From an optimization exercise on the open Yosys and OpenROAD flow, aimed at small area, a short achievable clock period and few clock cycles per item; shortcuts taken in it are not production practice.

==> inputs of 01-10 <==
==> flow/design.v <==
module spu_adpcm_decoder (
    input  wire         clk,
    input  wire         rst,           
    input  wire         in_valid,
    output wire         in_ready,
    input  wire [4:0]   in_voice,      
    input  wire [127:0] in_block,      
    output wire         out_valid,
    input  wire         out_ready,
    output wire [15:0]  out_sample,    
    output wire [4:0]   out_voice,
    output wire [4:0]   out_index,     
    output wire [2:0]   out_flags      
);
    localparam NV = 24;
    localparam W  = 23;                
    localparam AW = 30;                
    localparam HW = 2 * W;             
    reg [NV*HW-1:0] ring;              
    reg [4:0]       pos;               
    reg             sweep;             
    reg [HW-1:0]    pnd;               
    reg [4:0]       pnd_voice;
    reg             pnd_v;
    reg [HW-1:0]    fet;               
    reg             fet_v;
    wire            wb_hit  = pnd_v && (pos == pnd_voice);
    wire [HW-1:0]   head_in = sweep ? {HW{1'b0}} : (wb_hit ? pnd : ring[HW-1:0]);
    always @(posedge clk)
        ring <= {head_in, ring[NV*HW-1:HW]};
    always @(posedge clk) begin
        if (rst) begin
            pos   <= 5'd0;
            sweep <= 1'b1;
        end else begin
            pos <= (pos == NV - 1) ? 5'd0 : pos + 5'd1;
            if (pos == NV - 1) sweep <= 1'b0;
        end
    end
    reg [111:0] b_nib;
    reg [3:0]   b_shift;
    reg [2:0]   b_filt;
    reg [2:0]   b_flags;
    reg [4:0]   b_voice;
    reg         bfull;                
    reg         in_ready_r;
    wire in_fire = in_valid && in_ready_r;
    wire [2:0] in_filt = (in_block[6:4] > 3'd4) ? 3'd4 : in_block[6:4];
    reg         cw;                    
    reg [4:0]   cidx;
    reg [3:0]   cn;                    
    reg [3:0]   cshift;
    reg [2:0]   cfilt;
    reg [2:0]   cflags;
    reg [4:0]   curv;                  
    reg         curv_v;
    reg signed [W-1:0] l0;
    reg signed [W-1:0] l1;
    reg         out_v;
    reg [W-1:0] out_pred;
    reg [4:0]   out_voice_r;
    reg [4:0]   out_index_r;
    reg [2:0]   out_flags_r;
    wire signed [15:0] raw = $signed({cn, 12'd0}) >>> cshift;
    reg signed [7:0] cpos;
    reg signed [7:0] cneg;
    always @(*) begin
        case (cfilt)
            3'd0:    begin cpos = 8'sd0;   cneg = 8'sd0;   end
            3'd1:    begin cpos = 8'sd60;  cneg = 8'sd0;   end
            3'd2:    begin cpos = 8'sd115; cneg = -8'sd52; end
            3'd3:    begin cpos = 8'sd98;  cneg = -8'sd55; end
            default: begin cpos = 8'sd122; cneg = -8'sd60; end
        endcase
    end
    wire signed [AW-1:0] acc  = l0 * cpos + l1 * cneg + 32;
    wire signed [AW-1:0] quot = (acc + (acc[AW-1] ? 63 : 0)) >>> 6;
    wire signed [W-1:0]  pred = $signed(quot[W-1:0]) + raw;
    wire       emit   = !cw && (!out_v || out_ready);
    wire       navail = bfull || in_fire;
    wire       start  = navail && (cw || (emit && cidx == 5'd27));
    wire [4:0] nvoice = bfull ? b_voice : in_voice;
    wire       same   = curv_v && (nvoice == curv);
    wire       swap   = start && !same;
    wire [4:0]  ridx   = cidx + 5'd1;
    wire [3:0]  b_next = b_nib[ridx*4 +: 4];
    wire fwant = in_valid && !bfull && !fet_v && !(curv_v && in_voice == curv);
    wire fhit  = fwant && (pos == in_voice);
    always @(posedge clk) begin
        if (start) begin
            cidx   <= 5'd0;
            cn     <= bfull ? b_nib[3:0] : in_block[19:16];
            cshift <= bfull ? b_shift    : in_block[3:0];
            cfilt  <= bfull ? b_filt     : in_filt;
            cflags <= bfull ? b_flags    : in_block[10:8];
            curv   <= nvoice;
        end else if (emit && cidx != 5'd27) begin
            cidx <= ridx;
            cn   <= b_next;
        end
        if (swap) begin
            l0 <= fet[W-1:0];
            l1 <= fet[HW-1:W];
        end else if (start || (emit && cidx != 5'd27)) begin
            l0 <= pred;
            l1 <= l0;
        end
        if (swap && curv_v) begin
            pnd       <= {l0, pred};
            pnd_voice <= curv;
        end
        if (fhit)
            fet <= head_in;
        if (emit) begin
            out_pred    <= pred;
            out_voice_r <= curv;
            out_index_r <= cidx;
            out_flags_r <= cflags;
        end
        if (in_ready_r) begin
            b_nib   <= in_block[127:16];
            b_shift <= in_block[3:0];
            b_filt  <= in_filt;
            b_flags <= in_block[10:8];
            b_voice <= in_voice;
        end
    end
    wire bfull_n  = bfull ? !start : (in_fire && !start);
    wire cw_n     = start ? 1'b0 : (emit && cidx == 5'd27) ? 1'b1 : cw;
    wire [4:0] cidx_n = start ? 5'd0 : (emit && cidx != 5'd27) ? ridx : cidx;
    wire curv_v_n = curv_v || start;
    wire [4:0] curv_n = start ? nvoice : curv;
    wire fet_v_n  = swap ? 1'b0 : (fet_v || fhit);
    always @(posedge clk) begin
        if (rst) begin
            bfull      <= 1'b0;
            cw         <= 1'b1;
            curv_v     <= 1'b0;
            fet_v      <= 1'b0;
            pnd_v      <= 1'b0;
            out_v      <= 1'b0;
            in_ready_r <= 1'b0;
        end else begin
            bfull  <= bfull_n;
            cw     <= cw_n;
            curv_v <= curv_v_n;
            fet_v  <= fet_v_n;
            if (swap && curv_v)
                pnd_v <= 1'b1;
            else if (wb_hit && !sweep)
                pnd_v <= 1'b0;
            if (emit)
                out_v <= 1'b1;
            else if (out_ready)
                out_v <= 1'b0;
            in_ready_r <= in_valid && !in_fire && !bfull_n && (cw_n || cidx_n == 5'd27) &&
                          ((curv_v_n && in_voice == curv_n) || fet_v_n);
        end
    end
    wire in_range = (out_pred[W-1:15] == {(W-15){1'b0}}) || (out_pred[W-1:15] == {(W-15){1'b1}});
    assign in_ready   = in_ready_r;
    assign out_valid  = out_v;
    assign out_sample = in_range ? out_pred[15:0] : (out_pred[W-1] ? 16'h8000 : 16'h7fff);
    assign out_voice  = out_voice_r;
    assign out_index  = out_index_r;
    assign out_flags  = out_flags_r;
endmodule
==> flow/run.sh <==
#!/bin/bash
# synth_recipe.tcl (not shown) runs the flow's synth.tcl, then flattens the netlist and writes it again
# the make line also repeats each setting of config.mk as NAME=value (left out here)
make -C /OpenROAD-flow-scripts/flow DESIGN_CONFIG=/design/flow/config.mk WORK_HOME=/design/flow/orfs CLKGATE_MAP_FILE= SYNTH_SCRIPT=/design/flow/synth_recipe.tcl finish
==> flow/config.mk <==
export PLATFORM = sky130hd
export DESIGN_NAME = spu_adpcm_decoder
export DESIGN_NICKNAME = spu_adpcm_decoder
export VERILOG_FILES = /design/flow/design.v
export SDC_FILE = /design/flow/constraint.sdc
export NUM_CORES = 4
export LEC_CHECK = 0
export ABC_CLOCK_PERIOD_IN_PS = 4000
export CAP_MARGIN = 20
export CORE_MARGIN = 2
export CORE_UTILIZATION = 40
export SLEW_MARGIN = 20
==> flow/constraint.sdc <==
create_clock -name core_clock -period 14.5 [get_ports {clk}]
set_input_delay 2.9000 -clock core_clock [delete_from_list [all_inputs] [get_ports {clk}]]
set_output_delay 2.9000 -clock core_clock [all_outputs]
set_load 0.01 [all_outputs]
==> 01-19: changes against 01-10 <==
==> flow/design.v, changed modules only <==
module spu_adpcm_decoder (
    input  wire         clk,
    input  wire         rst,           
    input  wire         in_valid,
    output wire         in_ready,
    input  wire [4:0]   in_voice,      
    input  wire [127:0] in_block,      
    output wire         out_valid,
    input  wire         out_ready,
    output wire [15:0]  out_sample,    
    output wire [4:0]   out_voice,
    output wire [4:0]   out_index,     
    output wire [2:0]   out_flags      
);
    localparam NV = 24;
    localparam W  = 23;                
    localparam AW = 29;                
    localparam HW = 2 * W;             
    reg [NV*HW-1:0] ring;              
    reg [4:0]       pos;               
    reg             sweep;             
    reg [HW-1:0]    pnd;               
    reg [4:0]       pnd_voice;
    reg             pnd_v;
    reg [HW-1:0]    fet;               
    reg             fet_v;
    wire            wb_hit  = pnd_v && (pos == pnd_voice);
    wire [HW-1:0]   head_in = sweep ? {HW{1'b0}} : (wb_hit ? pnd : ring[HW-1:0]);
    always @(posedge clk)
        ring <= {head_in, ring[NV*HW-1:HW]};
    always @(posedge clk) begin
        if (rst) begin
            pos   <= 5'd0;
            sweep <= 1'b1;
        end else begin
            pos <= (pos == NV - 1) ? 5'd0 : pos + 5'd1;
            if (pos == NV - 1) sweep <= 1'b0;
        end
    end
    reg [111:0] b_nib;
    reg [3:0]   b_shift;
    reg [3:0]   b_filt;               
    reg [2:0]   b_flags;
    reg [4:0]   b_voice;
    reg         bfull;                
    reg         in_ready_r;
    wire in_fire = in_valid && in_ready_r;
    wire [2:0] in_f = in_block[6:4];
    wire [3:0] in_filt = {in_f[2], in_f == 3'd3, in_f == 3'd2, in_f == 3'd1};
    reg         cw;                    
    reg [4:0]   cidx;                  
    reg [15:0]  craw;                  
    reg [3:0]   cn2;                   
    reg [3:0]   cshift;
    reg [3:0]   cf;                    
    reg [2:0]   cflags;
    reg [4:0]   curv;                  
    reg         curv_v;
    reg [W-1:0] l0;
    reg [W-1:0] l1;
    reg         out_v;
    reg [W-1:0] out_pred;
    reg [4:0]   out_voice_r;
    reg [4:0]   out_index_r;
    reg [2:0]   out_flags_r;
    wire [AW-1:0] x0 = {{(AW-W){l0[W-1]}}, l0};
    wire [AW-1:0] x1 = {{(AW-W){l1[W-1]}}, l1};
    wire f1 = cf[0], f2 = cf[1], f3 = cf[2], f4 = cf[3];
    wire [AW-1:0] rA = ({AW{f1}} & (x0 << 6)) | ({AW{f2 | f3 | f4}} & (x0 << 7));
    wire [AW-1:0] rB = ({AW{f1 | f4}} & ~(x0 << 2)) | ({AW{f2}} & ~(x0 << 3)) | ({AW{f3}} & ~(x0 << 5));
    wire [AW-1:0] rC = ({AW{f2}} & ~(x0 << 2)) | ({AW{f3}} & (x0 << 1)) | ({AW{f4}} & ~(x0 << 1));
    wire [AW-1:0] rD = {AW{f2}} & ~x0;
    wire [AW-1:0] rE = {AW{f2 | f3 | f4}} & ~(x1 << 6);
    wire [AW-1:0] rF = ({AW{f2 | f3}} & (x1 << 3)) | ({AW{f4}} & (x1 << 2));
    wire [AW-1:0] rG = ({AW{f2}} & (x1 << 2)) | ({AW{f3}} & x1);
    wire [AW-1:0] rK = 32 + (f1 ? 1 : 0) + (f2 ? 4 : 0) + (f3 ? 2 : 0) + (f4 ? 3 : 0);
    function [2*AW-1:0] csa;
        input [AW-1:0] a, b, c;
        begin
            csa[AW-1:0]    = a ^ b ^ c;
            csa[2*AW-1:AW] = ((a & b) | (a & c) | (b & c)) << 1;
        end
    endfunction
    wire [2*AW-1:0] s1a = csa(rA, rB, rC);
    wire [2*AW-1:0] s1b = csa(rD, rE, rF);
    wire [2*AW-1:0] s2a = csa(s1a[AW-1:0], s1a[2*AW-1:AW], s1b[AW-1:0]);
    wire [2*AW-1:0] s2b = csa(s1b[2*AW-1:AW], rG, rK);
    wire [2*AW-1:0] s3  = csa(s2a[AW-1:0], s2a[2*AW-1:AW], s2b[AW-1:0]);
    wire [2*AW-1:0] s4  = csa(s3[AW-1:0], s3[2*AW-1:AW], s2b[2*AW-1:AW]);
    wire [AW-1:0]   ax  = s4[AW-1:0];
    wire [AW-1:0]   ay  = s4[2*AW-1:AW];
    wire [AW-1:0] acc = ax + ay;
    wire          neg = acc[AW-1];
    wire [AW-1:0] rR  = {{(AW-22){craw[15]}}, craw, 6'd0};
    wire [2*AW-1:0] t0s = csa(ax, ay, rR);
    wire [2*AW-1:0] t1s = csa(ax, ay, rR | 63);
    wire [AW-1:0] t0 = t0s[AW-1:0] + t0s[2*AW-1:AW];
    wire [AW-1:0] t1 = t1s[AW-1:0] + t1s[2*AW-1:AW];
    wire [W-1:0]  pred = neg ? t1[W+5:6] : t0[W+5:6];
    function [15:0] rawof;
        input [3:0] n;
        input [3:0] sh;
        begin
            rawof = $signed({n, 12'd0}) >>> sh;
        end
    endfunction
    wire       emit   = !cw && (!out_v || out_ready);
    wire       start  = bfull && (cw || (emit && cidx == 5'd27));
    wire       same   = curv_v && (b_voice == curv);
    wire       swap   = start && !same;
    wire [4:0]  ridx   = cidx + 5'd2;
    wire [3:0]  b_next = b_nib[ridx*4 +: 4];
    wire fwant = in_valid && !bfull && !fet_v && !(curv_v && in_voice == curv);
    wire fhit  = fwant && (pos == in_voice);
    always @(posedge clk) begin
        if (start) begin
            cidx   <= 5'd0;
            craw   <= rawof(b_nib[3:0], b_shift);
            cn2    <= b_nib[7:4];
            cshift <= b_shift;
            cf     <= b_filt;
            cflags <= b_flags;
            curv   <= b_voice;
        end else if (emit && cidx != 5'd27) begin
            cidx <= cidx + 5'd1;
            craw <= rawof(cn2, cshift);
            cn2  <= b_next;
        end
        if (swap) begin
            l0 <= fet[W-1:0];
            l1 <= fet[HW-1:W];
        end else if (start || (emit && cidx != 5'd27)) begin
            l0 <= pred;
            l1 <= l0;
        end
        if (swap && curv_v) begin
            pnd       <= {l0, pred};
            pnd_voice <= curv;
        end
        if (fhit)
            fet <= head_in;
        if (emit) begin
            out_pred    <= pred;
            out_voice_r <= curv;
            out_index_r <= cidx;
            out_flags_r <= cflags;
        end
        if (in_ready_r) begin
            b_nib   <= in_block[127:16];
            b_shift <= in_block[3:0];
            b_filt  <= in_filt;
            b_flags <= in_block[10:8];
            b_voice <= in_voice;
        end
    end
    wire bfull_n  = bfull ? !start : in_fire;
    wire cw_n     = start ? 1'b0 : (emit && cidx == 5'd27) ? 1'b1 : cw;
    wire [4:0] cidx_n = start ? 5'd0 : (emit && cidx != 5'd27) ? cidx + 5'd1 : cidx;
    wire curv_v_n = curv_v || start;
    wire [4:0] curv_n = start ? b_voice : curv;
    wire fet_v_n  = swap ? 1'b0 : (fet_v || fhit);
    always @(posedge clk) begin
        if (rst) begin
            bfull      <= 1'b0;
            cw         <= 1'b1;
            curv_v     <= 1'b0;
            fet_v      <= 1'b0;
            pnd_v      <= 1'b0;
            out_v      <= 1'b0;
            in_ready_r <= 1'b0;
        end else begin
            bfull  <= bfull_n;
            cw     <= cw_n;
            curv_v <= curv_v_n;
            fet_v  <= fet_v_n;
            if (swap && curv_v)
                pnd_v <= 1'b1;
            else if (wb_hit && !sweep)
                pnd_v <= 1'b0;
            if (emit)
                out_v <= 1'b1;
            else if (out_ready)
                out_v <= 1'b0;
            in_ready_r <= in_valid && !in_fire && !bfull_n &&
                          (cw_n || cidx_n == 5'd26 || cidx_n == 5'd27) &&
                          ((curv_v_n && in_voice == curv_n) || fet_v_n);
        end
    end
    wire in_range = (out_pred[W-1:15] == {(W-15){1'b0}}) || (out_pred[W-1:15] == {(W-15){1'b1}});
    assign in_ready   = in_ready_r;
    assign out_valid  = out_v;
    assign out_sample = in_range ? out_pred[15:0] : (out_pred[W-1] ? 16'h8000 : 16'h7fff);
    assign out_voice  = out_voice_r;
    assign out_index  = out_index_r;
    assign out_flags  = out_flags_r;
endmodule
ABC_CLOCK_PERIOD_IN_PS = 3000   (was 4000)
CORE_UTILIZATION = 60   (was 40)
CTS_BUF_LIST = sky130_fd_sc_hd__clkbuf_4 sky130_fd_sc_hd__clkbuf_8   (was not set)
==> flow_summary.toml <==
[run_status]
status = "finished clean"

[cells_and_area]
layout_common_cells = "sky130_fd_sc_hd__dfxtp_1, sky130_fd_sc_hd__edfxtp_1, sky130_fd_sc_hd__clkbuf_8"
clock_tree_cell_share_of_total_cell_area_pct = 8.78

[yosys]
synth.mux.area_fraction_pct = 2.49

[global_routing]
grt_first_pass_wirelength_mm = 137

[setup_path]
timing.rr.end = "l0[21]"
worst_setup_path_endpoint = "l0[21]"

[power_and_ir_drop]
clockNetworkPower_mw = 3.37
comb_power_mw = 0.474
# the run above: 01-19

==> flow_summary.toml <==
[power_and_ir_drop]
comb_power_mw = 2.67
clockNetworkPower_mw = 3.67

[placement]
post_dp_cell_area_um2 = 51400

[cells_and_area]
layout_common_cells = "sky130_fd_sc_hd__dfxtp_1, sky130_fd_sc_hd__inv_1, sky130_fd_sc_hd__edfxtp_1"
clock_tree_cell_share_of_total_cell_area_pct = 8.60

[setup_path]
cp_slowest_stage_delay_ns = 0.78
worst_setup_path_endpoint = "pnd[22]"

[yosys]
synth.mux.area_fraction_pct = 3.34

[global_routing]
grt_first_pass_wirelength_mm = 138

[cts]
cts_resizes = 0

[run_status]
status = "finished clean"
# the run above: 01-10

No run of this note included a check of the RTL's function; only the layout flow was run.

-- afterwards: timing with drivers on the ports --
In the flow no input, the clock included, has a driving cell. The finished layouts below were timed again as built, in two steps. Step 1 assumes that a clkbuf_16 drives the clock port and a buf_2 every other input. Step 2 adds t to the input delays and takes it off the output delays; t is the mean of the earliest and latest rising clock arrival at the registers after step 1. Input paths then give back, and output paths get back, about the clock's delay inside the block. Three values: ideal ports, drivers, drivers and shift; two values: the first two.
run	t (ns)	slack for setup (ns)	clock arrival spread, ns	slew at the worst register clock pin (ns)	pins driven straight from the clock port
01-10	0.803	2.507 / 2.507 / 2.507	0.052 / 0.051	0.07 / 0.07	1
01-19	0.875	6.515 / 6.515 / 6.515	0.082 / 0.083	0.08 / 0.08	1
After both steps setup and hold are still met in every run listed.
